This is an optimization exercise on Yosys and OpenROAD, whose aim is small area, a short achievable clock period and few clock cycles per item, not a production implementation.
Function was checked by simulation only, so behaviour that the tests miss may differ from the original.

$ cat flow/design.v
module pck_rca #(
    parameter W = 8
) (
    input  wire [W-1:0] a,
    input  wire [W-1:0] b,
    input  wire         ci,
    output wire [W-1:0] s,
    output wire         co
);
    wire [W:0] c;
    assign c[0] = ci;
    genvar i;
    generate
        for (i = 0; i < W; i = i + 1) begin : g_bit
            assign s[i]   = a[i] ^ b[i] ^ c[i];
            assign c[i+1] = (a[i] & b[i]) | (c[i] & (a[i] ^ b[i]));
        end
    endgenerate
    assign co = c[W];
endmodule
module pck_csa #(
    parameter W = 20
) (
    input  wire [W-1:0] a,
    input  wire [W-1:0] b,
    input  wire [W-1:0] c,
    input  wire         ci,
    output wire [W-1:0] s,
    output wire [W-1:0] y
);
    wire [W-1:0] m = (a & b) | (c & (a ^ b));
    assign s = a ^ b ^ c;
    assign y = {m[W-2:0], ci};
endmodule
module pck_hadamard16 #(
    parameter IW = 13,   
    parameter OW = 17,   
    parameter B  = 9     
) (
    input  wire             clk,
    input  wire [16*IW-1:0] x,
    output wire [16*OW-1:0] y
);
    localparam HW = OW - B;
    wire [16*B-1:0] lo [0:4];
    wire [63:0]     lc;              
    reg  [16*B-1:0]  lo_r;
    reg  [63:0]      lc_r;
    reg  [16*HW-1:0] xh_r;
    wire [16*HW-1:0] hi [0:4];
    genvar i, s;
    generate
        for (i = 0; i < 16; i = i + 1) begin : g_in
            wire [OW-1:0] xe = {{(OW-IW){x[IW*i+IW-1]}}, x[IW*i +: IW]};
            assign lo[0][B*i +: B] = xe[B-1:0];
            always @(posedge clk)
                xh_r[HW*i +: HW] <= xe[OW-1:B];
            assign hi[0][HW*i +: HW] = xh_r[HW*i +: HW];
        end
        for (s = 0; s < 4; s = s + 1) begin : g_stage
            for (i = 0; i < 16; i = i + 1) begin : g_el
                if ((i & (1 << s)) == 0) begin : g_sum
                    pck_rca #(.W(B)) u_lo (
                        .a  (lo[s][B*i +: B]),
                        .b  (lo[s][B*(i+(1<<s)) +: B]),
                        .ci (1'b0),
                        .s  (lo[s+1][B*i +: B]),
                        .co (lc[16*s+i]));
                    pck_rca #(.W(HW)) u_hi (
                        .a  (hi[s][HW*i +: HW]),
                        .b  (hi[s][HW*(i+(1<<s)) +: HW]),
                        .ci (lc_r[16*s+i]),
                        .s  (hi[s+1][HW*i +: HW]),
                        .co ());
                end else begin : g_dif
                    pck_rca #(.W(B)) u_lo (
                        .a  (lo[s][B*(i-(1<<s)) +: B]),
                        .b  (~lo[s][B*i +: B]),
                        .ci (1'b1),
                        .s  (lo[s+1][B*i +: B]),
                        .co (lc[16*s+i]));
                    pck_rca #(.W(HW)) u_hi (
                        .a  (hi[s][HW*(i-(1<<s)) +: HW]),
                        .b  (~hi[s][HW*i +: HW]),
                        .ci (lc_r[16*s+i]),
                        .s  (hi[s+1][HW*i +: HW]),
                        .co ());
                end
            end
        end
        for (i = 0; i < 16; i = i + 1) begin : g_out
            assign y[OW*i +: OW] = {hi[4][HW*i +: HW], lo_r[B*i +: B]};
        end
    endgenerate
    always @(posedge clk) begin
        lo_r <= lo[4];
        lc_r <= lc;
    end
endmodule
module pck_sdf_stage #(
    parameter L   = 8,
    parameter IW  = 9,
    parameter OW  = 10,
    parameter CUT = 1
) (
    input  wire             clk,
    input  wire             adv,
    input  wire             comb,
    input  wire [16*IW-1:0] x,
    output wire [16*OW-1:0] y
);
    localparam W = 16*OW;
    reg  [L*W-1:0]   sr;         
    wire [W-1:0]     head = sr[W*(L-1) +: W];
    wire [W-1:0]     push;
    wire [W-1:0]     yc;
    genvar i;
    generate
        for (i = 0; i < 16; i = i + 1) begin : g_ln
            wire [OW-1:0] xe = {{(OW-IW){x[IW*i+IW-1]}}, x[IW*i +: IW]};
            wire [OW-1:0] h  = head[OW*i +: OW];
            wire [OW-1:0] df;
            pck_rca #(.W(OW)) u_add (.a(h), .b(xe & {OW{comb}}), .ci(1'b0),
                                     .s(yc[OW*i +: OW]), .co());
            pck_rca #(.W(OW)) u_sub (.a(h), .b(~xe), .ci(1'b1), .s(df), .co());
            assign push[OW*i +: OW] = comb ? df : xe;
        end
        if (L == 1) begin : g_one
            always @(posedge clk)
                if (adv) sr <= push;
        end else begin : g_many
            always @(posedge clk)
                if (adv) sr <= {sr[0 +: (L-1)*W], push};
        end
        if (CUT) begin : g_cut
            reg [W-1:0] yr;
            always @(posedge clk)
                if (adv) yr <= yc;
            assign y = yr;
        end else begin : g_nocut
            assign y = yc;
        end
    endgenerate
endmodule
module pck_cost (
    input  wire         clk,
    input  wire         rst,         
    input  wire         in_valid,
    output wire         in_ready,
    input  wire [2:0]   in_op,       
    input  wire [127:0] in_src,      
    input  wire [127:0] in_ref,
    output wire         out_valid,
    input  wire         out_ready,
    output wire [16:0]  out_cost
);
    localparam QD = 8;       
    localparam BD = QD - 1;  
    localparam P4 = 9;       
    localparam P2 = 14;      
    localparam P1 = 17;      
    localparam PO = 18;      
    genvar g;
    integer k;
    reg         rdy_r;
    reg         r_v;
    reg [2:0]   r_op;
    reg [127:0] r_src, r_ref;
    assign in_ready = rdy_r;
    wire   in_fire  = in_valid && rdy_r;
    always @(posedge clk) begin
        r_src <= in_src;
        r_ref <= in_ref;
        r_op  <= in_op;
        r_v   <= !rst && in_fire;
    end
    reg  [3:0] row;
    reg  [1:0] m_sz;         
    reg        m_satd;
    reg  [1:0] op_sz;
    reg        op_satd;
    always @(*) begin
        case (r_op)
            3'd1:    begin op_sz = 2'd0; op_satd = 1'b0; end
            3'd2:    begin op_sz = 2'd1; op_satd = 1'b0; end
            3'd3:    begin op_sz = 2'd2; op_satd = 1'b0; end
            3'd4:    begin op_sz = 2'd0; op_satd = 1'b1; end
            3'd5:    begin op_sz = 2'd1; op_satd = 1'b1; end
            default: begin op_sz = 2'd2; op_satd = 1'b1; end
        endcase
    end
    wire       first   = (row == 4'd0);
    wire [1:0] sz      = first ? op_sz   : m_sz;
    wire       satd    = first ? op_satd : m_satd;
    wire [3:0] last_rc = (sz == 2'd0) ? 4'd3 : (sz == 2'd1) ? 4'd7 : 4'd15;
    wire       last    = (row == last_rc);
    always @(posedge clk) begin
        if (rst) begin
            row    <= 4'd0;
            m_sz   <= 2'd0;
            m_satd <= 1'b0;
        end else if (r_v) begin
            m_sz   <= sz;
            m_satd <= satd;
            row    <= last ? 4'd0 : row + 4'd1;
        end
    end
    wire [16*9-1:0] dv;
    generate
        for (g = 0; g < 16; g = g + 1) begin : g_diff
            wire [8:0] d1, d2;
            pck_rca #(.W(9)) u_d1 (.a({1'b0, r_src[8*g +: 8]}), .b(~{1'b0, r_ref[8*g +: 8]}),
                                   .ci(1'b1), .s(d1), .co());
            pck_rca #(.W(9)) u_d2 (.a({1'b0, r_ref[8*g +: 8]}), .b(~{1'b0, r_src[8*g +: 8]}),
                                   .ci(1'b1), .s(d2), .co());
            wire [8:0] a  = (!satd && d1[8]) ? d2 : d1;
            wire       on = (g < 4) ? 1'b1 : (g < 8) ? (sz != 2'd0) : (sz == 2'd2);
            assign dv[9*g +: 9] = on ? a : 9'd0;
        end
    endgenerate
    reg             w_v, w_last, w_satd, c8, c4, c2, c1;
    reg [16*9-1:0]  d_r;
    always @(posedge clk) begin
        d_r    <= dv;
        w_v    <= !rst && r_v;
        w_last <= last;
        w_satd <= satd;
        c8     <= r_v && satd && (sz == 2'd2) && row[3];
        c4     <= r_v && satd && (sz != 2'd0) && row[2];
        c2     <= r_v && satd && row[1];
        c1     <= r_v && satd && row[0];
    end
    reg  sdf_mid;            
    wire adv = w_v || !sdf_mid;
    always @(posedge clk) begin
        if (rst)
            sdf_mid <= 1'b0;
        else if (w_v)
            sdf_mid <= !w_last;
    end
    reg [PO:1] tv, tl, ts;
    reg [P1:1] tc1;
    reg [P2:1] tc2;
    reg [P4:1] tc4;
    always @(posedge clk) begin
        if (rst)
            tv <= {PO{1'b0}};
        else if (adv)
            tv <= {tv[PO-1:1], w_v};
    end
    always @(posedge clk) begin
        if (adv) begin
            tl  <= {tl[PO-1:1], w_last};
            ts  <= {ts[PO-1:1], w_satd};
            tc4 <= {tc4[P4-1:1], c4};
            tc2 <= {tc2[P2-1:1], c2};
            tc1 <= {tc1[P1-1:1], c1};
        end
    end
    wire [16*10-1:0] s8_y;
    wire [16*11-1:0] s4_y;
    wire [16*12-1:0] s2_y;
    wire [16*13-1:0] s1_y;
    pck_sdf_stage #(.L(8), .IW(9),  .OW(10), .CUT(1)) u_s8 (
        .clk(clk), .adv(adv), .comb(c8),      .x(d_r),  .y(s8_y));
    pck_sdf_stage #(.L(4), .IW(10), .OW(11), .CUT(1)) u_s4 (
        .clk(clk), .adv(adv), .comb(tc4[P4]), .x(s8_y), .y(s4_y));
    pck_sdf_stage #(.L(2), .IW(11), .OW(12), .CUT(1)) u_s2 (
        .clk(clk), .adv(adv), .comb(tc2[P2]), .x(s4_y), .y(s2_y));
    pck_sdf_stage #(.L(1), .IW(12), .OW(13), .CUT(0)) u_s1 (
        .clk(clk), .adv(adv), .comb(tc1[P1]), .x(s2_y), .y(s1_y));
    reg [16*13-1:0] p1_x;
    reg             p1_v, p1_l, p1_s;
    always @(posedge clk) begin
        p1_x <= s1_y;
        p1_v <= !rst && adv && tv[PO];
        p1_l <= tl[PO];
        p1_s <= ts[PO];
    end
    wire [16*17-1:0] t_row;
    pck_hadamard16 #(.IW(13), .OW(17), .B(9)) u_row_tf (
        .clk (clk),
        .x   (p1_x),
        .y   (t_row)
    );
    reg pw_v, pw_l, pw_s;
    always @(posedge clk) begin
        pw_v <= !rst && p1_v;
        pw_l <= p1_l;
        pw_s <= p1_s;
    end
    reg [16*17-1:0] p2_t;
    reg             p2_v, p2_l, p2_s;
    always @(posedge clk) begin
        p2_t <= t_row;
        p2_v <= !rst && pw_v;
        p2_l <= pw_l;
        p2_s <= pw_s;
    end
    reg  [19:0] acc_s, acc_c;
    reg         acc_empty;
    wire [20*18-1:0] op;
    wire [15:0]      sg;
    generate
        for (g = 0; g < 16; g = g + 1) begin : g_abs
            wire [16:0] t  = p2_t[17*g +: 17];
            wire        on = (g == 0) || p2_s;
            assign sg[g] = on && t[16];
            assign op[20*g +: 20] = on ? {4'd0, t[15:0] ^ {16{t[16]}}} : 20'd0;
        end
    endgenerate
    assign op[20*16 +: 20] = acc_empty ? (p2_s ? 20'd4 : 20'd0) : acc_s;
    assign op[20*17 +: 20] = acc_empty ? 20'd0 : acc_c;
    wire [20*12-1:0] l1;
    wire [20*8-1:0]  l2;
    wire [20*6-1:0]  l3;
    wire [20*4-1:0]  l4;
    wire [20*3-1:0]  l5;
    wire [20*2-1:0]  l6;
    generate
        for (g = 0; g < 6; g = g + 1) begin : g_l1
            pck_csa #(.W(20)) u (.a(op[60*g +: 20]), .b(op[60*g+20 +: 20]), .c(op[60*g+40 +: 20]),
                                 .ci(sg[g]), .s(l1[40*g +: 20]), .y(l1[40*g+20 +: 20]));
        end
        for (g = 0; g < 4; g = g + 1) begin : g_l2
            pck_csa #(.W(20)) u (.a(l1[60*g +: 20]), .b(l1[60*g+20 +: 20]), .c(l1[60*g+40 +: 20]),
                                 .ci(sg[6+g]), .s(l2[40*g +: 20]), .y(l2[40*g+20 +: 20]));
        end
        for (g = 0; g < 2; g = g + 1) begin : g_l3
            pck_csa #(.W(20)) u (.a(l2[60*g +: 20]), .b(l2[60*g+20 +: 20]), .c(l2[60*g+40 +: 20]),
                                 .ci(sg[10+g]), .s(l3[40*g +: 20]), .y(l3[40*g+20 +: 20]));
        end
        assign l3[80 +: 40] = l2[120 +: 40];
        for (g = 0; g < 2; g = g + 1) begin : g_l4
            pck_csa #(.W(20)) u (.a(l3[60*g +: 20]), .b(l3[60*g+20 +: 20]), .c(l3[60*g+40 +: 20]),
                                 .ci(sg[12+g]), .s(l4[40*g +: 20]), .y(l4[40*g+20 +: 20]));
        end
    endgenerate
    pck_csa #(.W(20)) u_l5 (.a(l4[0 +: 20]), .b(l4[20 +: 20]), .c(l4[40 +: 20]),
                            .ci(sg[14]), .s(l5[0 +: 20]), .y(l5[20 +: 20]));
    assign l5[40 +: 20] = l4[60 +: 20];
    pck_csa #(.W(20)) u_l6 (.a(l5[0 +: 20]), .b(l5[20 +: 20]), .c(l5[40 +: 20]),
                            .ci(sg[15]), .s(l6[0 +: 20]), .y(l6[20 +: 20]));
    always @(posedge clk) begin
        if (rst)
            acc_empty <= 1'b1;
        else if (p2_v)
            acc_empty <= p2_l;
        if (p2_v) begin
            acc_s <= l6[0 +: 20];
            acc_c <= l6[20 +: 20];
        end
    end
    reg        e_v, e_s;
    reg [19:0] e_a, e_b;
    always @(posedge clk) begin
        e_v <= !rst && p2_v && p2_l;
        e_s <= p2_s;
        e_a <= l6[0 +: 20];
        e_b <= l6[20 +: 20];
    end
    wire [9:0] f_lo_n;
    wire       f_co_n;
    pck_rca #(.W(10)) u_flo (.a(e_a[9:0]), .b(e_b[9:0]), .ci(1'b0), .s(f_lo_n), .co(f_co_n));
    reg        f_v, f_s, f_co;
    reg [9:0]  f_lo, f_a, f_b;
    always @(posedge clk) begin
        f_v  <= !rst && e_v;
        f_s  <= e_s;
        f_lo <= f_lo_n;
        f_co <= f_co_n;
        f_a  <= e_a[19:10];
        f_b  <= e_b[19:10];
    end
    wire [9:0] f_hi;
    pck_rca #(.W(10)) u_fhi (.a(f_a), .b(f_b), .ci(f_co), .s(f_hi), .co());
    wire [19:0] total     = {f_hi, f_lo};
    wire        push      = f_v;
    wire [16:0] push_cost = f_s ? total[19:3] : total[16:0];
    reg         o_v;
    reg  [16:0] o_cost;
    reg  [17*BD-1:0] qb;
    reg  [2:0]  q_rd, q_wr;
    reg  [3:0]  q_n;         
    wire        pop   = o_v && out_ready;
    wire        take  = pop || !o_v;            
    wire        q_any = (q_n != 4'd0);
    wire [16:0] q_head = qb[17*q_rd +: 17];
    always @(posedge clk) begin
        if (take)
            o_cost <= q_any ? q_head : push_cost;
        for (k = 0; k < BD; k = k + 1)
            if (push && q_wr == k)
                qb[17*k +: 17] <= push_cost;
    end
    wire q_in  = push && (q_any || !take);      
    wire q_out = take && q_any;
    always @(posedge clk) begin
        if (rst) begin
            o_v  <= 1'b0;
            q_rd <= 3'd0;
            q_wr <= 3'd0;
            q_n  <= 4'd0;
        end else begin
            if (take)
                o_v <= q_any || push;
            if (q_in)
                q_wr <= (q_wr == BD - 1) ? 3'd0 : q_wr + 3'd1;
            if (q_out)
                q_rd <= (q_rd == BD - 1) ? 3'd0 : q_rd + 3'd1;
            q_n <= q_n + (q_in ? 4'd1 : 4'd0) - (q_out ? 4'd1 : 4'd0);
        end
    end
    reg  [3:0] owed;
    wire [3:0] owed_a = owed + ((r_v && last) ? 4'd1 : 4'd0);
    always @(posedge clk) begin
        if (rst) begin
            owed  <= 4'd0;
            rdy_r <= 1'b1;
        end else begin
            owed  <= owed_a - (pop ? 4'd1 : 4'd0);
            rdy_r <= in_fire ? (owed_a + 4'd2 <= QD) : (owed_a + 4'd1 <= QD);
        end
    end
    assign out_valid = o_v;
    assign out_cost  = o_cost;
endmodule
$ cat flow/run.sh
#!/bin/bash
# synth_recipe.tcl (not shown) runs the flow's synth.tcl, then flattens the netlist and writes it again
# the make line also repeats each setting of config.mk as NAME=value (left out here)
make -C /OpenROAD-flow-scripts/flow DESIGN_CONFIG=/design/flow/config.mk WORK_HOME=/design/flow/orfs CLKGATE_MAP_FILE= SYNTH_SCRIPT=/design/flow/synth_recipe.tcl finish
$ cat flow/config.mk
export PLATFORM = sky130hd
export DESIGN_NAME = pck_cost
export DESIGN_NICKNAME = pck_cost
export VERILOG_FILES = /design/flow/design.v
export SDC_FILE = /design/flow/constraint.sdc
export NUM_CORES = 4
export LEC_CHECK = 0
export CAP_MARGIN = 20
export CORE_MARGIN = 2
export CORE_UTILIZATION = 40
export SLEW_MARGIN = 20
$ cat flow/constraint.sdc
create_clock -name core_clock -period 27.0 [get_ports {clk}]
set_input_delay 5.4000 -clock core_clock [delete_from_list [all_inputs] [get_ports {clk}]]
set_output_delay 5.4000 -clock core_clock [all_outputs]
set_load 0.01 [all_outputs]
==> summary.md, run 1 <==
| Metric | Value |
|---|---|
| Synth Warn # | `6` |
| CTS buffer count | `approximately 480` |
| GR peak layer | `met1` |
| Vias | `slightly below 100k` |
| Min-Delay Path Class | `register to register` |
| CTS tree | `done` |
| Reg-to-reg endpoint | `u_s2.g_cut.yr[47]$_DFFE_PN_` |
| Die X | `735.9 um` |
| WL/cell | `approximately 18 um` |
| IO buf count | `roughly 280` |
| Place WS | `between 15,000 and 20,000 ps` |
| Simple-Gate Fraction of Synth Area | `0.04347` |
| Mapped cell area | `214,200 um^2` |
| Vias per cell | `4.395` |
| Max Freq | `133.0 MHz` |
| Xor and xnor fraction of the mapped netlist area | `0.02471` |
| Worst clock skew | `roughly 90 ps` |
| Period Utilization, post-route | `0.2786` |
| Worst EP required | `27,760 ps` |
| I/O pins | `between 200 and 300` |
| Ys flop type | `edfxtp_1` |
| Fin crit period | `between 7000 and 8000 ps` |
| Hold Crit Start | `u_row_tf.lo_r[5]$_DFF_P_` |
| Overflow after GRT | `0` |
| Crit Path Max Fanout | `around 140` |
| Reg-to-reg slack, setup | `~19,000 ps` |
| Syn Nets | `between 15,000 and 20,000` |
| Met1 usage | `0.2189` |
| WS Path Type | `register to register` |
| RSZ-0062 raised after global routing | `false` |
| DIE HEIGHT | `between 700 and 800 um` |
| CTS clock-pin slew for the worst setup and hold paths | `60 ps` |
| Status | `no timing/DRC/antenna violations` |
| Setup WS post-layout | `19,480 ps` |
| Worst-case clock buffer depth | `4` |
| Post-synth cell types | `between 50 and 60` |
| First-pass GRT wire length | `around 600,000 um` |
| Mux contribution to synthesized area | `0.009764` |
| Asr flop ratio synth | `0` |
| Die Footprint | `541,500 um^2` |
| Startpoint types | `register` |
| DR pass1 iterations | `8` |
| Worst-Skew Late Latency | `a little over 1000 ps` |
| Most area-hungry cell type in the Yosys netlist | `edfxtp_1` |
| Post-synth EDFFs | `between 3,000 and 4,000` |
| Share of layout cells above drive strength 1 | `0.06201` |
| Synth top area cells | `edfxtp_1, fa_1, dfxtp_1` |
| Final nets | `roughly 18,000` |
| Sum Neg Setup Slack | `0 ps` |
| Synth top area share | `0.4704` |
| Cells after Synth | `13,910` |
| CTS Hold Buffers Added | `0` |
| Final hold vios | `0` |
| Reg2reg path depth | `22` |
| DRC Markers | `0` |
| Crit end category | `register` |
| Antenna violations before repair | `14` |
| Total wire length | `383,800 um` |
| Hold path cells | `0` |
| H-tree Lvls | `5` |
| Met3 global-route usage | `0.01761` |
| Adder-cell share of the synthesized area | `0.2607` |
| Vias in the first global route | `a little over 100k` |
| Slew Limit Fails | `0` |
| Max Cap Violations | `0` |
| Setup-failing EPs final | `0` |
| Sequential element share of the synthesized area | `0.5894` |
| # resized after CTS | `0` |
| DP HPWL | `approximately 280,000 um` |
| Number of setup buffers added after CTS | `0` |
| Hold Path Sink | `p2_t[5]$_DFF_P_` |
| Mean Syn Cell Area | `15.40 um^2` |
| Reg2reg start | `tc2[14]$_DFFE_PN_` |
| Placement Rows | `approximately 270` |
| Area delta synth->final | `12.78%` |
| Post-route ant nets | `0` |
| Starting DRT DRC Count | `between 6,000 and 7,000` |
| Met2 Use GR | `0.2117` |
| Global placer's final weighted congestion | `around 0.9` |
| Post-synthesis register bit count | `approximately 4,600` |
| Worst-Margin Slew | `between 1000 and 1500 ps` |
| Initial core utilization | `0.4018` |
| Compound-Gate Fraction of Synth Area | `0.01953` |
| Crit path DAT | `8280 ps` |
| Global-route usage over all layers | `0.1432` |
| Max-Slew Margin vs Limit | `0.2796` |
| Root Buffer Master | `clkbuf_16` |
| Core Box Area | `about 530,000 um^2` |
| Main combinational cell family by area after synthesis | `adder cells` |
| Clock sink count | `~4,600` |
| Largest net degree at the start of global routing | `183` |
through the flow:
stage / util / hold WS (ps) / instance area [um^2] / cells
4_1_cts: 0.4531 / 306.4 / 241600 / 21870
2_1_floorplan: - / 309.6 / 214300 / 13910
3_3_place_gp: 0.4228 / 310.3 / 225400 / 20970
3_5_place_dp: 0.4228 / 312.1 / 225400 / 20970
5_1_grt: 0.4532 / 308.9 / 241600 / 21870
6_report: 0.4532 / 301.3 / 241600 / 21870
cell families after synthesis:
group | Yosys count
mux | 186
fa+ha+maj | 2882
flops | 4630
xor+xnor | 588
buf+inv | 2975
simple gates | 1880
compound gates | 772
worst max path at each step:
stage	start	end	slack [ps]	cells after the start
2_1_floorplan	sdf_mid$_SDFFE_PP0P_	tc1[10]$_DFFE_PN_	2930	4
3_3_place_gp	out_ready	q_n[2]$_SDFF_PP0_	18710	11
3_5_place_dp	out_ready	q_n[2]$_SDFF_PP0_	18780	11
4_1_cts	rdy_r$_SDFF_PP1_	in_ready	19570	1
5_1_grt	tc2[14]$_DFFE_PN_	u_s2.g_cut.yr[35]$_DFFE_PN_	19100	22
6_report	tc2[14]$_DFFE_PN_	u_s2.g_cut.yr[47]$_DFFE_PN_	19480	22
placed cells by master, fill, tap and decap left out, types with 49 or more instances in the layout:
cell type	n
nor2_1	573
clkbuf_16	487
a21oi_1	551
ha_1	244
clkdlybuf4s50_1	280
mux2i_1	155
dfxtp_1	1263
nand2_1	410
o21ai_0	98
buf_4	76
xor2_1	316
xnor2_1	258
and3_1	84
a211oi_1	86
clkbuf_8	49
fa_1	2638
edfxtp_1	3356
inv_1	2637
clkinv_1	60
clkbuf_1	86
and2_1	733
clkinv_2	104
synthesized netlist by cell type (2+ instances only):
cell,instances
edfxtp_1,3356
o211ai_1,19
inv_1,2637
xnor2_1,258
buf_1,22
nand2b_1,37
xor2_1,316
buf_2,31
nor3b_1,3
o21a_1,5
mux2i_1,155
a211oi_1,86
and2_1,733
nand2_1,410
o21ai_0,98
and3_1,84
nor3_1,7
a311o_1,2
xnor2_2,8
nand3_1,2
nor2_1,576
mux4_2,17
xnor3_1,4
nand2_2,4
xnor3_2,2
nand3b_1,2
or3_1,3
dfxtp_1,1274
fa_1,2638
a21o_1,3
ha_1,244
nor2b_1,14
mux2_2,14
a21oi_1,551
clkbuf_2,3
clkbuf_1,279
routing by layer:
layer / vias to the layer above / share of wire
met5: - / 0
met4: 0 / 0.038
met3: 563 / 0.037
met2: 1574 / 0.43
met1: 48670 / 0.49
li1: 45320 / -
sequential cells by signal, indices dropped and copies added, names as in the netlist, 64 cells and up:
name,count
u_row_tf.lo_r,136
u_s2.g_cut.yr,192
u_s8.sr,1280
u_row_tf.xh_r,64
u_row_tf.lc_r,64
u_s2.sr,384
r_ref,128
u_s8.g_cut.yr,160
p1_x,208
qb,119
r_src,128
u_s4.sr,704
d_r,144
u_s4.g_cut.yr,176
u_s1.sr,208
p2_t,264
worst max-delay path, stage by stage (launching register included):
cell,delay (ps)
edfxtp_1,410
buf_12,230
buf_12,370
buf_4,350
buf_4,380
buf_4,390
buf_4,410
and2_1,240
ha_1,170
inv_1,60
fa_1,160
inv_1,50
fa_1,390
fa_1,390
fa_1,390
fa_1,390
fa_1,390
fa_1,390
fa_1,390
fa_1,400
fa_1,390
xnor2_1,150
xnor2_1,120
area by class of cell:
class | count | area, um^2
Antenna cell | 2 | 5.005
Multi-Input combinational cell | 6308 | 76830
Clock buffer | 624 | 13200
Tap cell | 7020 | 8783
Inverter | 2638 | 9910
Fill cell | 46610 | 291500
Sequential cell | 4630 | 126300
Timing Repair Buffer | 371 | 3636
Clock inverter | 281 | 2967
Testbench counts, summed over its fixed seeds: cycles 22,677, blocks 2,400.
==> inputs of run 2 (changes only) <==
--- a/flow/design.v
+++ b/flow/design.v
@@ -35,7 +35,7 @@
 module pck_hadamard16 #(
     parameter IW = 13,   
     parameter OW = 17,   
-    parameter B  = 9     
+    parameter B  = 8     
 ) (
     input  wire             clk,
     input  wire [16*IW-1:0] x,
@@ -106,7 +106,8 @@
     input  wire             clk,
     input  wire             adv,
     input  wire             comb,
-    input  wire [16*IW-1:0] x,
+    input  wire [16*IW-1:0] x,       
+    input  wire [16*IW-1:0] xf,      
     output wire [16*OW-1:0] y
 );
     localparam W = 16*OW;
@@ -118,12 +119,13 @@
     generate
         for (i = 0; i < 16; i = i + 1) begin : g_ln
             wire [OW-1:0] xe = {{(OW-IW){x[IW*i+IW-1]}}, x[IW*i +: IW]};
+            wire [OW-1:0] xs = {{(OW-IW){xf[IW*i+IW-1]}}, xf[IW*i +: IW]};
             wire [OW-1:0] h  = head[OW*i +: OW];
-            wire [OW-1:0] df;
-            pck_rca #(.W(OW)) u_add (.a(h), .b(xe & {OW{comb}}), .ci(1'b0),
-                                     .s(yc[OW*i +: OW]), .co());
+            wire [OW-1:0] sm, df;
+            pck_rca #(.W(OW)) u_add (.a(h), .b(xe),  .ci(1'b0), .s(sm), .co());
             pck_rca #(.W(OW)) u_sub (.a(h), .b(~xe), .ci(1'b1), .s(df), .co());
-            assign push[OW*i +: OW] = comb ? df : xe;
+            assign yc[OW*i +: OW]   = comb ? sm : h;
+            assign push[OW*i +: OW] = comb ? df : xs;
         end
         if (L == 1) begin : g_one
             always @(posedge clk)
@@ -205,7 +207,7 @@
             row    <= last ? 4'd0 : row + 4'd1;
         end
     end
-    wire [16*9-1:0] dv;
+    wire [16*9-1:0] dd, dv;
     generate
         for (g = 0; g < 16; g = g + 1) begin : g_diff
             wire [8:0] d1, d2;
@@ -215,28 +217,21 @@
                                    .ci(1'b1), .s(d2), .co());
             wire [8:0] a  = (!satd && d1[8]) ? d2 : d1;
             wire       on = (g < 4) ? 1'b1 : (g < 8) ? (sz != 2'd0) : (sz == 2'd2);
+            assign dd[9*g +: 9] = d1;
             assign dv[9*g +: 9] = on ? a : 9'd0;
         end
     endgenerate
-    reg             w_v, w_last, w_satd, c8, c4, c2, c1;
-    reg [16*9-1:0]  d_r;
-    always @(posedge clk) begin
-        d_r    <= dv;
-        w_v    <= !rst && r_v;
-        w_last <= last;
-        w_satd <= satd;
-        c8     <= r_v && satd && (sz == 2'd2) && row[3];
-        c4     <= r_v && satd && (sz != 2'd0) && row[2];
-        c2     <= r_v && satd && row[1];
-        c1     <= r_v && satd && row[0];
-    end
+    wire c8 = r_v && satd && (sz == 2'd2) && row[3];
+    wire c4 = r_v && satd && (sz != 2'd0) && row[2];
+    wire c2 = r_v && satd && row[1];
+    wire c1 = r_v && satd && row[0];
     reg  sdf_mid;            
-    wire adv = w_v || !sdf_mid;
+    wire adv = r_v || !sdf_mid;
     always @(posedge clk) begin
         if (rst)
             sdf_mid <= 1'b0;
-        else if (w_v)
-            sdf_mid <= !w_last;
+        else if (r_v)
+            sdf_mid <= !last;
     end
     reg [PO:1] tv, tl, ts;
     reg [P1:1] tc1;
@@ -246,12 +241,12 @@
         if (rst)
             tv <= {PO{1'b0}};
         else if (adv)
-            tv <= {tv[PO-1:1], w_v};
+            tv <= {tv[PO-1:1], r_v};
     end
     always @(posedge clk) begin
         if (adv) begin
-            tl  <= {tl[PO-1:1], w_last};
-            ts  <= {ts[PO-1:1], w_satd};
+            tl  <= {tl[PO-1:1], last};
+            ts  <= {ts[PO-1:1], satd};
             tc4 <= {tc4[P4-1:1], c4};
             tc2 <= {tc2[P2-1:1], c2};
             tc1 <= {tc1[P1-1:1], c1};
@@ -262,13 +257,13 @@
     wire [16*12-1:0] s2_y;
     wire [16*13-1:0] s1_y;
     pck_sdf_stage #(.L(8), .IW(9),  .OW(10), .CUT(1)) u_s8 (
-        .clk(clk), .adv(adv), .comb(c8),      .x(d_r),  .y(s8_y));
+        .clk(clk), .adv(adv), .comb(c8),      .x(dd),   .xf(dv),   .y(s8_y));
     pck_sdf_stage #(.L(4), .IW(10), .OW(11), .CUT(1)) u_s4 (
-        .clk(clk), .adv(adv), .comb(tc4[P4]), .x(s8_y), .y(s4_y));
+        .clk(clk), .adv(adv), .comb(tc4[P4]), .x(s8_y), .xf(s8_y), .y(s4_y));
     pck_sdf_stage #(.L(2), .IW(11), .OW(12), .CUT(1)) u_s2 (
-        .clk(clk), .adv(adv), .comb(tc2[P2]), .x(s4_y), .y(s2_y));
+        .clk(clk), .adv(adv), .comb(tc2[P2]), .x(s4_y), .xf(s4_y), .y(s2_y));
     pck_sdf_stage #(.L(1), .IW(12), .OW(13), .CUT(0)) u_s1 (
-        .clk(clk), .adv(adv), .comb(tc1[P1]), .x(s2_y), .y(s1_y));
+        .clk(clk), .adv(adv), .comb(tc1[P1]), .x(s2_y), .xf(s2_y), .y(s1_y));
     reg [16*13-1:0] p1_x;
     reg             p1_v, p1_l, p1_s;
     always @(posedge clk) begin
@@ -278,7 +273,7 @@
         p1_s <= ts[PO];
     end
     wire [16*17-1:0] t_row;
-    pck_hadamard16 #(.IW(13), .OW(17), .B(9)) u_row_tf (
+    pck_hadamard16 #(.IW(13), .OW(17), .B(8)) u_row_tf (
         .clk (clk),
         .x   (p1_x),
         .y   (t_row)
@@ -382,19 +377,26 @@
     reg  [17*BD-1:0] qb;
     reg  [2:0]  q_rd, q_wr;
     reg  [3:0]  q_n;         
-    wire        pop   = o_v && out_ready;
-    wire        take  = pop || !o_v;            
-    wire        q_any = (q_n != 4'd0);
+    wire        q_any  = (q_n != 4'd0);
     wire [16:0] q_head = qb[17*q_rd +: 17];
+    wire [2:0]  q_rd1  = (q_rd == BD - 1) ? 3'd0 : q_rd + 3'd1;
+    wire [2:0]  q_wr1  = (q_wr == BD - 1) ? 3'd0 : q_wr + 3'd1;
+    wire        h_go0  = !o_v;                       
+    wire        in0    = push && (q_any || o_v);     
+    wire        out0   = h_go0 && q_any;
+    wire        in1    = push && q_any;
+    wire        out1   = q_any;
+    wire [3:0]  q_n0   = q_n + (in0 ? 4'd1 : 4'd0) - (out0 ? 4'd1 : 4'd0);
+    wire [3:0]  q_n1   = q_n + (in1 ? 4'd1 : 4'd0) - (out1 ? 4'd1 : 4'd0);
+    wire [16:0] h_next = q_any ? q_head : push_cost;
+    wire        v_next = q_any || push;
     always @(posedge clk) begin
-        if (take)
-            o_cost <= q_any ? q_head : push_cost;
+        if (out_ready || !o_v)
+            o_cost <= h_next;
         for (k = 0; k < BD; k = k + 1)
             if (push && q_wr == k)
                 qb[17*k +: 17] <= push_cost;
     end
-    wire q_in  = push && (q_any || !take);      
-    wire q_out = take && q_any;
     always @(posedge clk) begin
         if (rst) begin
             o_v  <= 1'b0;
@@ -402,24 +404,24 @@
             q_wr <= 3'd0;
             q_n  <= 4'd0;
         end else begin
-            if (take)
-                o_v <= q_any || push;
-            if (q_in)
-                q_wr <= (q_wr == BD - 1) ? 3'd0 : q_wr + 3'd1;
-            if (q_out)
-                q_rd <= (q_rd == BD - 1) ? 3'd0 : q_rd + 3'd1;
-            q_n <= q_n + (q_in ? 4'd1 : 4'd0) - (q_out ? 4'd1 : 4'd0);
+            o_v  <= (out_ready || !o_v) ? v_next : 1'b1;
+            q_wr <= (out_ready ? in1 : in0) ? q_wr1 : q_wr;
+            q_rd <= (out_ready ? out1 : out0) ? q_rd1 : q_rd;
+            q_n  <= out_ready ? q_n1 : q_n0;
         end
     end
     reg  [3:0] owed;
-    wire [3:0] owed_a = owed + ((r_v && last) ? 4'd1 : 4'd0);
+    wire [3:0] owed_a  = owed + ((r_v && last) ? 4'd1 : 4'd0);
+    wire [3:0] owed_a1 = owed_a - (o_v ? 4'd1 : 4'd0);
+    wire       rdy_f   = (owed_a + 4'd2 <= QD);
+    wire       rdy_n   = (owed_a + 4'd1 <= QD);
     always @(posedge clk) begin
         if (rst) begin
             owed  <= 4'd0;
             rdy_r <= 1'b1;
         end else begin
-            owed  <= owed_a - (pop ? 4'd1 : 4'd0);
-            rdy_r <= in_fire ? (owed_a + 4'd2 <= QD) : (owed_a + 4'd1 <= QD);
+            owed  <= out_ready ? owed_a1 : owed_a;
+            rdy_r <= (in_valid && rdy_r) ? rdy_f : rdy_n;
         end
     end
     assign out_valid = o_v;
==> run 2 against run 1 <==
Net effect: sequential cell count decreased by 151; clock skew up 15 ps; fmax increased by 1.6%; critical path depth decreased by 21; global-route usage up 0.26 points; via count rose by 6.2%; setup slack better by 120 ps; synthesized area up 0.24%; synthesized cell count increased by 6.4%; sequential share of layout area shrank 1.2 points; core utilization fell by 0.27 points; critical endpoint is now out_valid.
==> summary.md, run 2 <==
| Metric | Value |
|---|---|
| Sequential element share of the synthesized area | `0.5739` |
| Period Utilization, post-route | `0.2741` |
| Setup-failing EPs final | `0` |
| Total wire length | `394,100 um` |
| Slowest stage delay, CP | `570 ps` |
| Post-DP Area | `about 230,000 um^2` |
| Most frequent cells after synthesis | `edfxtp_1, inv_1, fa_1` |
| Min-Delay Path Class | `register to register` |
| Worst EP required | `21,600 ps` |
| Largest regs | `u_s8.sr: 1280 flops, u_s4.sr: 704 flops, u_s2.sr: 384 flops` |
| DRC Markers | `0` |
| Area of the multi-input gates | `a little under 80,000 um^2` |
| Crit end category | `primary output` |
| Mapped cell area | `approximately 210,000 um^2` |
| Initial core utilization | `0.4008` |
| Vias in the first global route | `about 110k` |
| Final hold vios | `0` |
| Number of setup buffers added after CTS | `0` |
| Reg2reg start | `u_row_tf.lc_r[13]$_DFF_P_` |
| CTS buffer count | `467` |
| Die Footprint | `approximately 540,000 um^2` |
| Global-route usage over all layers | `0.1458` |
| CP top delay family | `buffers and inverters` |
| DP HPWL | `~290,000 um` |
| First-pass GRT wire length | `between 600,000 and 700,000 um` |
| I/O pins | `between 200 and 300` |
| Fin crit period | `roughly 7400 ps` |
| Crit path DAT | `about 2000 ps` |
| Worst path buffer plus inverter count | `1` |
| Vias | `a little over 100k` |
| Starting DRT DRC Count | `7,143` |
| Area delta synth->final | `12.40%` |
| Most area-hungry cell type in the Yosys netlist | `edfxtp_1` |
| Worst path cell trace | `clkdlybuf4s50_1` |
| WL/cell | `~17 um` |
| Max reg flops | `between 1,000 and 1,500` |
| Max Cap Violations | `0` |
| Asr flop ratio synth | `0` |
| Post-route ant nets | `0` |
| CTS Hold Buffers Added | `0` |
| Overflow after GRT | `0` |
| Worst-Skew Late Latency | `~1100 ps` |
| Worst-case clock buffer depth | `4` |
| Max Freq | `between 100 and 150 MHz` |
| DIE HEIGHT | `~740 um` |
| Slew Limit Fails | `0` |
| Startpoint types | `register` |
| Largest Register | `u_s8.sr` |
| Worst-Margin Slew | `1106 ps` |
| Top-count cell post-synth | `edfxtp_1` |
| Sum Neg Setup Slack | `0 ps` |
| Reg-to-reg slack, setup | `between 20,000 and 25,000 ps` |
| Share of layout cells above drive strength 1 | `0.05687` |
| IO buf count | `~280` |
| Status | `no timing/DRC/antenna violations` |
| Most frequent cells in the layout | `edfxtp_1, inv_1, fa_1, dfxtp_1, nand2_1` |
| Slowest cell on the critical path | `clkdlybuf4s50_1` |
| Crit Path Max Fanout | `5` |
| Clock sink count | `around 4,500` |
| Root Buffer Master | `clkbuf_16` |
| WS Path Type | `register to primary output` |
| Die X | `736.7 um` |
| Post-Layout Cell Count | `about 23,000` |
| Largest net degree at the start of global routing | `approximately 220` |
| Synth top area cells | `edfxtp_1, fa_1, dfxtp_1` |
| Synth Warn # | `6` |
| Reg area | `123,300 um^2` |
| DR pass1 iterations | `6` |
| # resized after CTS | `0` |
| Reg-to-reg endpoint | `p2_t[33]$_DFF_P_` |
| Mean Syn Cell Area | `roughly 15 um^2` |
| Antenna violations before repair | `9` |
| RSZ-0062 raised after global routing | `false` |
| Vias per cell | `4.473` |
| Final core occ | `0.4505` |
| Ys flop type | `edfxtp_1` |
| Final nets | `about 18,000` |
| Core Box Area | `about 540,000 um^2` |
| Cells after Synth | `between 10,000 and 15,000` |
| H-tree Lvls | `5` |
| Final non-filler cell area | `roughly 240,000 um^2` |
| Placement Rows | `roughly 270` |
| Syn Nets | `18,010` |
| # fillers | `47,610` |
| Global placer's final weighted congestion | `roughly 0.87` |
| Max-Slew Margin vs Limit | `0.2624` |
| Post-synthesis register bit count | `4,479` |
| Worst clock skew | `about 110 ps` |
| Hold path cells | `0` |
| Reg2reg path depth | `23` |
| Hold Crit Start | `e_b[16]$_DFF_P_` |
| CTS clock-pin slew for the worst setup and hold paths | `roughly 70 ps` |
| Placed Cells | `approximately 22,000` |
| CTS tree | `done` |
| Most common cell after layout, fill and taps aside | `edfxtp_1` |
| Post-synth EDFFs | `around 3,400` |
| Synth top area share | `0.4692` |
| Post-synth cell types | `54` |
| Hold Path Sink | `f_b[6]$_DFF_P_` |
run 2: cell types whose count changed in the layout (fill, tap and decap cells not counted), sizes merged, moves of 50 or more:
cell    previous run  this run
nand2            414      1073
and3              84         0
a21oi            551       494
o21ai             99       754
inv             2662      2830
nand3              2        77
a311oi             0        57
dfxtp           1274      1123
ha               244       346
and2             733       112
xor2             316       366
xnor2            266       199
a211oi            86        32
run 2: worst max path at each step:
stage                                    start  slack, ps              endpoint  depth (start not counted)
final                           o_v$_SDFF_PP0_      19600             out_valid                          1
after global routing            o_v$_SDFF_PP0_      19470             out_valid                          1
after CTS                       o_v$_SDFF_PP0_      19480             out_valid                          1
after detailed placement             out_ready      19150  q_rd[2]$_SDFFE_PP0P_                          5
after global placement               out_ready      19220  q_wr[2]$_SDFFE_PP0P_                          6
after floorplan           sdf_mid$_SDFFE_PP0P_       2950     tc1[10]$_DFFE_PN_                          4
run 2: logic make-up after synthesis:
| kind of cell | Yosys count | share of synthesized area |
|---|---|---|
| mux | 233 | 0.01193 |
| fa+ha+maj | 2937 | 0.2617 |
| compound gates | 1393 | 0.03443 |
| buf+inv | 3242 | 0.05694 |
| flops | 4479 | 0.5739 |
| xor+xnor | 571 | 0.02367 |
| simple gates | 1954 | 0.03742 |
run 2: final cells by class:
class / instances / share of cell area
diodes: 3 / 0.00003110
clock buffers: 650 / 0.05469
clock inverters: 232 / 0.009428
inverters: 2816 / 0.04382
multi-input cells: 7088 / 0.3288
flip-flops and latches: 4479 / 0.5107
well taps: 7181 / 0.03722
repair buffers: 385 / 0.01533
run 2: layer usage:
metal / track usage / wire (um) / vias to the layer above
met3: 0.01837 / 14580 / 564
met5: 0 / 0 / -
met4: 0.04210 / 12070 / 0
li1: - / - / 48370
met2: 0.2215 / 174300 / 1584
met1: 0.2207 / 193200 / 51610
run 2: stage by stage:
step	hold slack, ps	worst slack [ps]
final	291.5	19600
after global routing	290.8	19470
after CTS	289.4	19480
after detailed placement	312.1	19150
after global placement	310.1	19220
after floorplan	309.6	2952
Testbench counts of run 2, summed over its fixed seeds: cycles 22,669, blocks 2,400.
==> inputs of run 3 (changes only) <==
--- a/flow/design.v
+++ b/flow/design.v
@@ -132,7 +132,7 @@
                 if (adv) sr <= push;
         end else begin : g_many
             always @(posedge clk)
-                if (adv) sr <= {sr[0 +: (L-1)*W], push};
+                sr <= {sr[0 +: (L-1)*W], adv ? push : head};
         end
         if (CUT) begin : g_cut
             reg [W-1:0] yr;
@@ -156,7 +156,7 @@
     input  wire         out_ready,
     output wire [16:0]  out_cost
 );
-    localparam QD = 8;       
+    localparam QD = 9;       
     localparam BD = QD - 1;  
     localparam P4 = 9;       
     localparam P2 = 14;      
@@ -225,13 +225,19 @@
     wire c4 = r_v && satd && (sz != 2'd0) && row[2];
     wire c2 = r_v && satd && row[1];
     wire c1 = r_v && satd && row[0];
-    reg  sdf_mid;            
-    wire adv = r_v || !sdf_mid;
+    reg        sdf_mid;      
+    reg  [2:0] rot;
+    wire adv = (rot == 3'd0) && (r_v || !sdf_mid);
     always @(posedge clk) begin
-        if (rst)
+        if (rst) begin
             sdf_mid <= 1'b0;
-        else if (r_v)
-            sdf_mid <= !last;
+            rot     <= 3'd0;
+        end else begin
+            if (r_v)
+                sdf_mid <= !last;
+            if (!adv)
+                rot <= rot + 3'd1;
+        end
     end
     reg [PO:1] tv, tl, ts;
     reg [P1:1] tc1;
@@ -415,13 +421,16 @@
     wire [3:0] owed_a1 = owed_a - (o_v ? 4'd1 : 4'd0);
     wire       rdy_f   = (owed_a + 4'd2 <= QD);
     wire       rdy_n   = (owed_a + 4'd1 <= QD);
+    wire       mid_n   = r_v ? !last : sdf_mid;
+    wire [2:0] rot_n   = adv ? 3'd0 : rot + 3'd1;
+    wire       rot_ok  = (rot_n == 3'd0) ? !mid_n : (rot_n == 3'd7);
     always @(posedge clk) begin
         if (rst) begin
             owed  <= 4'd0;
             rdy_r <= 1'b1;
         end else begin
             owed  <= out_ready ? owed_a1 : owed_a;
-            rdy_r <= (in_valid && rdy_r) ? rdy_f : rdy_n;
+            rdy_r <= (in_valid && rdy_r) ? rdy_f : (rdy_n && rot_ok);
         end
     end
     assign out_valid = o_v;
--- a/flow/config.mk
+++ b/flow/config.mk
@@ -7,5 +7,7 @@
 export LEC_CHECK = 0
 export CAP_MARGIN = 20
 export CORE_MARGIN = 2
-export CORE_UTILIZATION = 40
+export CORE_UTILIZATION = 55
+export CTS_CLUSTER_DIAMETER = 100
+export CTS_CLUSTER_SIZE = 28
 export SLEW_MARGIN = 20
==> run 3 against run 2 <==
Net effect: clock-buffer cell count decreased by 349; hold slack better by 8.4 ps; non-clock buffer count fell by 37; final cell count is 11% lower; core utilization rose by 14 points; global-route usage grew 6.0 points; critical path type unchanged; largest cell class unchanged.
==> summary.md, run 3 <==
| Metric | Value |
|---|---|
| CTS clock-pin slew for the worst setup and hold paths | `110 ps` |
| Worst-Margin Slew | `between 1000 and 1500 ps` |
| Slowest cell on the critical path | `clkdlybuf4s50_1` |
| Core Box Area | `approximately 360,000 um^2` |
| Reg2reg start | `u_row_tf.xh_r[18]$_DFF_P_` |
| Crit Path Max Fanout | `5` |
| Max Cap Violations | `0` |
| Total wire length | `about 360,000 um` |
| First-pass GRT wire length | `577,700 um` |
| Global placer's final weighted congestion | `~0.91` |
| Crit. Startpoint | `o_v$_SDFF_PP0_` |
| Status | `no timing/DRC/antenna violations` |
| Met3 WL | `around 12,000 um` |
| CTS buffer count | `191` |
| Vias in the first global route | `between 100k and 150k` |
| Synth Warn # | `6` |
| Worst path buffer plus inverter count | `1` |
| WS Path Type | `register to primary output` |
| DRC Markers | `0` |
| Slowest stage delay, CP | `about 620 ps` |
| Reg2reg path depth | `19` |
| Ys flop type | `dfxtp_1` |
| Vias per cell | `roughly 4.8` |
| Syn Nets | `roughly 19,000` |
| Max Freq | `between 100 and 150 MHz` |
| Cells after Synth | `~15,000` |
| Area of the multi-input gates | `84,170 um^2` |
| Share of layout cells above drive strength 1 | `0.03447` |
| Post-route ant nets | `0` |
| Overflow after GRT | `0` |
| Crit end category | `primary output` |
| Startpoint types | `register` |
| Max reg flops | `1,280` |
| I/O pins | `about 280` |
| Post-synth cell types | `54` |
| Antenna violations before repair | `12` |
| Worst-Skew Late Latency | `930 ps` |
| DP HPWL | `around 280,000 um` |
| Worst-case clock buffer depth | `4` |
| Setup-failing EPs final | `0` |
| Mapped cell area | `approximately 200,000 um^2` |
| Post-synthesis register bit count | `between 4,000 and 5,000` |
| Synth top area cells | `dfxtp_1, fa_1, edfxtp_1` |
| H-tree Lvls | `4` |
| Reg-to-reg endpoint | `p2_t[67]$_DFF_P_` |
| Fin crit period | `between 7000 and 8000 ps` |
| Reg area | `about 100,000 um^2` |
| Most area-hungry cell type in the Yosys netlist | `dfxtp_1` |
| Most frequent cells after synthesis | `dfxtp_1, inv_1, fa_1` |
| Largest Register | `u_s8.sr` |
| Largest net degree at the start of global routing | `about 220` |
| Reg-to-reg slack, setup | `around 20,000 ps` |
| Largest regs | `u_s8.sr: 1280 flops, u_s4.sr: 704 flops, u_s2.sr: 384 flops` |
| Top-count cell post-synth | `dfxtp_1` |
| Post-synth EDFFs | `roughly 1,000` |
| Max-Slew Margin vs Limit | `0.2679` |
| Area delta synth->final | `6.774%` |
| Worst clock skew | `69.14 ps` |
| Slew Limit Fails | `0` |
| Initial core utilization | `0.5529` |
| CP top delay family | `buffers and inverters` |
| Vias | `about 98,000` |
| Starting DRT DRC Count | `roughly 6,000` |
| Worst path cell trace | `clkdlybuf4s50_1` |
| Levels on crit path | `1` |
| Sum Neg Setup Slack | `0 ps` |
| Worst EP required | `approximately 22,000 ps` |
| Global-route usage over all layers | `0.2056` |
| WL/cell | `17.84 um` |
| M1 WL | `roughly 180,000 um` |
| # resized after CTS | `0` |
| Asr flop ratio synth | `0` |
| IO buf count | `about 280` |
| CTS Hold Buffers Added | `0` |
| RSZ-0062 raised after global routing | `false` |
| Die X | `between 600 and 700 um` |
| Mean Syn Cell Area | `approximately 13 um^2` |
| Period Utilization, post-route | `0.2766` |
| Number of setup buffers added after CTS | `0` |
| Met2 WL | `158,200 um` |
| # fillers | `about 30,000` |
| Most common cell after layout, fill and taps aside | `dfxtp_1` |
| Final nets | `18,710` |
| CTS tree | `done` |
| Synth top area share | `0.3551` |
| Min-Delay Path Class | `register to register` |
| Most frequent cells in the layout | `dfxtp_1, inv_1, fa_1, nand2_1, edfxtp_1` |
| DR pass1 iterations | `5` |
| DIE HEIGHT | `between 600 and 700 um` |
| Placement Rows | `~220` |
| Sequential element share of the synthesized area | `0.5084` |
| Clock sink count | `between 4,000 and 5,000` |
| Final hold vios | `0` |
| Crit path DAT | `slightly above 2000 ps` |
| Root Buffer Master | `clkbuf_16` |
| Critical path endpoint | `out_valid` |
| Top Metal Used | `met5` |
| Die Footprint | `roughly 360,000 um^2` |
[run 3: cell families (layout without fill, tap and decap cells)]
logic type | after synthesis | count (layout) | synth area share
DFF | 4499 | 4499 | 0.5084
buffers and inverters | 3383 | 3544 | 0.06462
adders and majority gates | 2949 | 2949 | 0.2861
and+or+nand+nor | 1877 | 1877 | 0.03876
AOI/OAI and AO/OA | 1843 | 1843 | 0.05500
xor gates and xnor gates | 513 | 513 | 0.02281
muxes | 412 | 412 | 0.02437
other | 0 | 4 | 0
[run 3: routing by layer]
metal	up-vias	GRT usage
li1	47730	-
met1	49000	0.3224
met2	1191	0.3113
met3	320	0.02095
met4	2	0.04453
met5	-	0
[run 3: area by class of cell]
class,instances,area share
Timing Repair Buffer,348,0.01646
Clock buffer,301,0.02529
Sequential cell,4499,0.4762
Multi-Input combinational cell,7594,0.4002
Clock inverter,31,0.002362
Inverter,2864,0.05115
Antenna cell,4,0.00004760
Tap cell,4751,0.02827
[run 3: worst min path at each step]
stage	from	to	slack [ps]	cells after the start
floorplan	e_a[10]$_DFF_P_	f_a[0]$_DFF_P_	310	0
global placement	u_s4.sr[114]$_DFF_P_	u_s4.sr[290]$_DFF_P_	310	0
detailed placement	u_s4.sr[483]$_DFF_P_	u_s4.sr[659]$_DFF_P_	310	0
CTS	p1_x[178]$_DFF_P_	u_row_tf.xh_r[118]$_DFF_P_	290	0
global route	p1_x[178]$_DFF_P_	u_row_tf.xh_r[118]$_DFF_P_	300	0
finish	u_s4.sr[57]$_DFF_P_	u_s4.sr[233]$_DFF_P_	300	0
[run 3: stage by stage]
| stage | instance area [um^2] | hold slack, ps | setup slack [ps] | std cells | utilization |
|---|---|---|---|---|---|
| 2_1_floorplan | 197000 | 309.6 | 2075 | 15480 | - |
| 3_3_place_gp | 204500 | 309.5 | 19180 | 20060 | 0.5740 |
| 3_5_place_dp | 204500 | 312.1 | 19230 | 20060 | 0.5740 |
| 4_1_cts | 210300 | 290.5 | 19420 | 20390 | 0.5904 |
| 5_1_grt | 210300 | 301.9 | 19420 | 20390 | 0.5904 |
| 6_report | 210300 | 299.9 | 19530 | 20390 | 0.5904 |
Testbench counts of run 3, summed over its fixed seeds: cycles 22,668, blocks 2,400.
==> inputs of run 4 (changes only) <==
--- a/flow/design.v
+++ b/flow/design.v
@@ -158,10 +158,13 @@
 );
     localparam QD = 9;       
     localparam BD = QD - 1;  
-    localparam P4 = 9;       
-    localparam P2 = 14;      
-    localparam P1 = 17;      
-    localparam PO = 18;      
+    localparam K8 = 1;       
+    localparam K4 = 0;       
+    localparam K2 = 1;       
+    localparam P4 = 8 + K8;          
+    localparam P2 = P4 + 4 + K4;     
+    localparam P1 = P2 + 2 + K2;     
+    localparam PO = P1 + 1;          
     genvar g;
     integer k;
     reg         rdy_r;
@@ -262,11 +265,11 @@
     wire [16*11-1:0] s4_y;
     wire [16*12-1:0] s2_y;
     wire [16*13-1:0] s1_y;
-    pck_sdf_stage #(.L(8), .IW(9),  .OW(10), .CUT(1)) u_s8 (
+    pck_sdf_stage #(.L(8), .IW(9),  .OW(10), .CUT(K8)) u_s8 (
         .clk(clk), .adv(adv), .comb(c8),      .x(dd),   .xf(dv),   .y(s8_y));
-    pck_sdf_stage #(.L(4), .IW(10), .OW(11), .CUT(1)) u_s4 (
+    pck_sdf_stage #(.L(4), .IW(10), .OW(11), .CUT(K4)) u_s4 (
         .clk(clk), .adv(adv), .comb(tc4[P4]), .x(s8_y), .xf(s8_y), .y(s4_y));
-    pck_sdf_stage #(.L(2), .IW(11), .OW(12), .CUT(1)) u_s2 (
+    pck_sdf_stage #(.L(2), .IW(11), .OW(12), .CUT(K2)) u_s2 (
         .clk(clk), .adv(adv), .comb(tc2[P2]), .x(s4_y), .xf(s4_y), .y(s2_y));
     pck_sdf_stage #(.L(1), .IW(12), .OW(13), .CUT(0)) u_s1 (
         .clk(clk), .adv(adv), .comb(tc1[P1]), .x(s2_y), .xf(s2_y), .y(s1_y));
==> run 4 against run 3 <==
Net effect: hold slack improved by 2.0 ps; sequential share of layout area shrank 1.5 points; global-route usage is 0.89 points higher; synthesized area down 2.3%; synthesized cell count increased by 0.88%; final cell count fell by 0.35%; cell area decreased by 2.3%; clock skew down 1.5 ps; routed wire length is 2.4% higher; register-to-register slack worse by 3000 ps.
==> summary.md, run 4 <==
| Metric | Value |
|---|---|
| Max reg flops | `about 1,300` |
| CTS Hold Buffers Added | `0` |
| Max Freq | `about 110 MHz` |
| Worst path cell trace | `buf_4 -> buf_4 -> buf_4 -> buf_4 -> buf_4 -> buf_4 -> nand2_1 -> o21ai_0 -> inv_1 -> fa_1 -> fa_1 -> fa_1 -> fa_1 -> fa_1 -> fa_1 -> fa_1 -> fa_1 -> inv_1 -> fa_1 -> inv_1 -> fa_1 -> nor3_1 -> o21ai_0 -> xnor2_1` |
| Final nets | `roughly 19,000` |
| Mapped cell area | `between 150,000 and 200,000 um^2` |
| CTS buffer count | `~190` |
| Post-route ant nets | `0` |
| Sum Neg Setup Slack | `0 ps` |
| Synth Warn # | `6` |
| First-pass GRT wire length | `588,300 um` |
| Global placer's final weighted congestion | `between 0.9 and 1` |
| Slew Limit Fails | `0` |
| Global-route usage over all layers | `0.2145` |
| H-tree Lvls | `4` |
| Antenna violations before repair | `18` |
| Share of layout cells above drive strength 1 | `0.02684` |
| Placed Cells | `around 20,000` |
| DRC Markers | `0` |
| Crit Path Max Fanout | `96` |
| Worst clock skew | `roughly 68 ps` |
| Crit path DAT | `10,050 ps` |
| Largest net degree at the start of global routing | `approximately 210` |
| WS Path Type | `register to register` |
| Status | `no timing/DRC/antenna violations` |
| CP top delay family | `adder cells` |
| DR pass1 iterations | `7` |
| Root Buffer Master | `clkbuf_16` |
| # fillers | `roughly 29,000` |
| Largest regs | `u_s8.sr: 1280 flops, u_s4.sr: 704 flops, u_s2.sr: 384 flops` |
| Cells after Synth | `about 16,000` |
| Initial core utilization | `0.5518` |
| Total wire length | `372,500 um` |
| Final hold vios | `0` |
| Top-count cell post-synth | `dfxtp_1` |
| Core Box Area | `between 300,000 and 400,000 um^2` |
| Most common cell after layout, fill and taps aside | `dfxtp_1` |
| Clock sink count | `4,318` |
| Slowest stage delay, CP | `750 ps` |
| Worst path buffer plus inverter count | `9` |
| Most frequent cells after synthesis | `dfxtp_1, inv_1, fa_1` |
| CTS clock-pin slew for the worst setup and hold paths | `110 ps` |
| Post-synth cell types | `59` |
| Starting DRT DRC Count | `about 6,500` |
| WHS | `just over 300 ps` |
| Final core occ | `0.5888` |
| Placement Rows | `about 220` |
| Setup-failing EPs final | `0` |
| Die X | `between 500 and 600 um` |
| Vias in the first global route | `between 100k and 150k` |
| Sequential element share of the synthesized area | `0.4919` |
| Min-Delay Path Class | `register to register` |
| Worst-case clock buffer depth | `4` |
| Worst EP required | `roughly 28,000 ps` |
| Post-Layout Cell Count | `roughly 20,000` |
| Syn Nets | `18,810` |
| DP HPWL | `between 200,000 and 300,000 um` |
| Number of setup buffers added after CTS | `0` |
| Startpoint types | `register` |
| WL/cell | `18.33 um` |
| CTS tree | `done` |
| Worst-Margin Slew | `around 1100 ps` |
| Max-Slew Margin vs Limit | `0.2600` |
| Most frequent cells in the layout | `dfxtp_1, inv_1, fa_1, nand2_1, o21ai_0` |
| Worst-Skew Late Latency | `about 940 ps` |
| Largest Register | `u_s8.sr` |
| Fin crit period | `between 9000 and 10,000 ps` |
| # resized after CTS | `0` |
| Vias per cell | `around 5` |
| Ys flop type | `dfxtp_1` |
| Vias | `between 90,000 and 100k` |
| Area delta synth->final | `6.695%` |
| Synth top area cells | `dfxtp_1, fa_1, edfxtp_1` |
| Die Footprint | `354,800 um^2` |
| Asr flop ratio synth | `0` |
| I/O pins | `around 280` |
| Crit end category | `register` |
| Mean Syn Cell Area | `12.33 um^2` |
| Post-synthesis register bit count | `between 4,000 and 5,000` |
| Period Utilization, post-route | `0.3470` |
| RSZ-0062 raised after global routing | `false` |
| Most area-hungry cell type in the Yosys netlist | `dfxtp_1` |
| DIE HEIGHT | `595.6 um` |
| Max Cap Violations | `0` |
| Post-synth EDFFs | `approximately 830` |
| Synth top area share | `0.3632` |
| IO buf count | `between 200 and 300` |
| Slowest cell on the critical path | `buf_4` |
| Overflow after GRT | `0` |
| Most frequent CP cell | `fa_1` |
==> run 4: changes by cell type after synthesis, moves of 41 or more <==
cell,previous run,this run
o21ai_0,856,979
edfxtp_1,1005,825
a21oi_1,425,545
inv_1,2862,2955
o211ai_1,284,338
mux2i_1,259,218
and3_1,1,122
nand2_1,1258,1130
a22oi_1,27,99
xor2_1,340,292
mux2_2,94,44
a221oi_1,50,1
==> run 4: final cells by class <==
type | instances | area [um^2] | share of cell area
tap | 4599 | 5754 | 0.02801
clock inverter | 35 | 473.0 | 0.002302
antenna | 1 | 2.502 | 0.00001218
sequential | 4318 | 94720 | 0.4611
multi-input combinational | 7770 | 84580 | 0.4118
timing repair buffer | 359 | 3556 | 0.01731
clock buffer | 281 | 5213 | 0.02538
inverter | 2958 | 11110 | 0.05410
==> run 4: worst paths after layout <==
path	to	slack, ps	startpoint	cells past startpoint
worst max register to register	u_s2.g_cut.yr[11]$_DFFE_PP_	17630	tc4[9]$_DFFE_PP_	24
worst max-delay path	u_s2.g_cut.yr[11]$_DFFE_PP_	17630	tc4[9]$_DFFE_PP_	24
worst min-delay path	p2_t[208]$_DFF_P_	300	u_row_tf.lo_r[100]$_DFF_P_	0
worst min register to register	p2_t[208]$_DFF_P_	300	u_row_tf.lo_r[100]$_DFF_P_	0
==> run 4: cell families (layout without fill, tap and decap cells) <==
family,after synthesis,after routing,synth area share
AO/OA/AOI/OAI,2149,2149,0.06422
XOR/XNOR,475,475,0.02204
adder cells (fa/ha/maj),2932,2932,0.2922
buffers and inverters,3524,3633,0.06894
flip-flops,4318,4318,0.4919
multiplexers,297,297,0.01796
other,0,1,0
AND/OR/NAND/NOR,1917,1917,0.04273
==> run 4: stage by stage <==
stage	instance area (um^2)	setup slack (ps)
6_report	205400	17630
3_3_place_gp	199700	17690
5_1_grt	205400	16850
2_1_floorplan	192500	7196
4_1_cts	205400	17570
3_5_place_dp	199700	17590
==> run 4: layer usage <==
metal,GRT usage,routed length (um),up-vias
met3,0.02432,14960,353
met5,0,0,-
met1,0.3293,182900,49680
met2,0.3289,165200,1429
li1,-,-,48030
met4,0.04969,9471,0
Testbench counts of run 4, summed over its fixed seeds: cycles 22,660, blocks 2,400.

## what the ideal ports hide
Ports are ideal in the flow. The routed layouts listed here were re-timed in OpenROAD.
Step 1 assumes that a clkbuf_16 drives the clock port and a buf_2 every other input.
Step 2 adds t to the input delays and takes it off the output delays; t is the mean of the earliest and latest rising clock arrival at the registers after step 1. Input paths then give back, and output paths get back, about the clock's delay inside the block.
Three values: ideal, step 1, step 2; two values: the first two.
| run | t, ns | setup slack, ns | pins driven straight from the clock port |
|---|---|---|---|
| run 1 | 1.090 | 19.479 / 19.479 / 18.819 | 1 |
| run 2 | 1.114 | 19.600 / 19.484 / 19.181 | 1 |
| run 3 | 1.006 | 19.533 / 19.431 / 19.274 | 1 |
| run 4 | 1.015 | 17.630 / 17.630 / 17.630 | 1 |
After both steps every run listed still meets setup and hold. For run 1, which loses most, drivers alone change the setup slack by 0.000 ns; drivers and shift together by -0.660 ns.
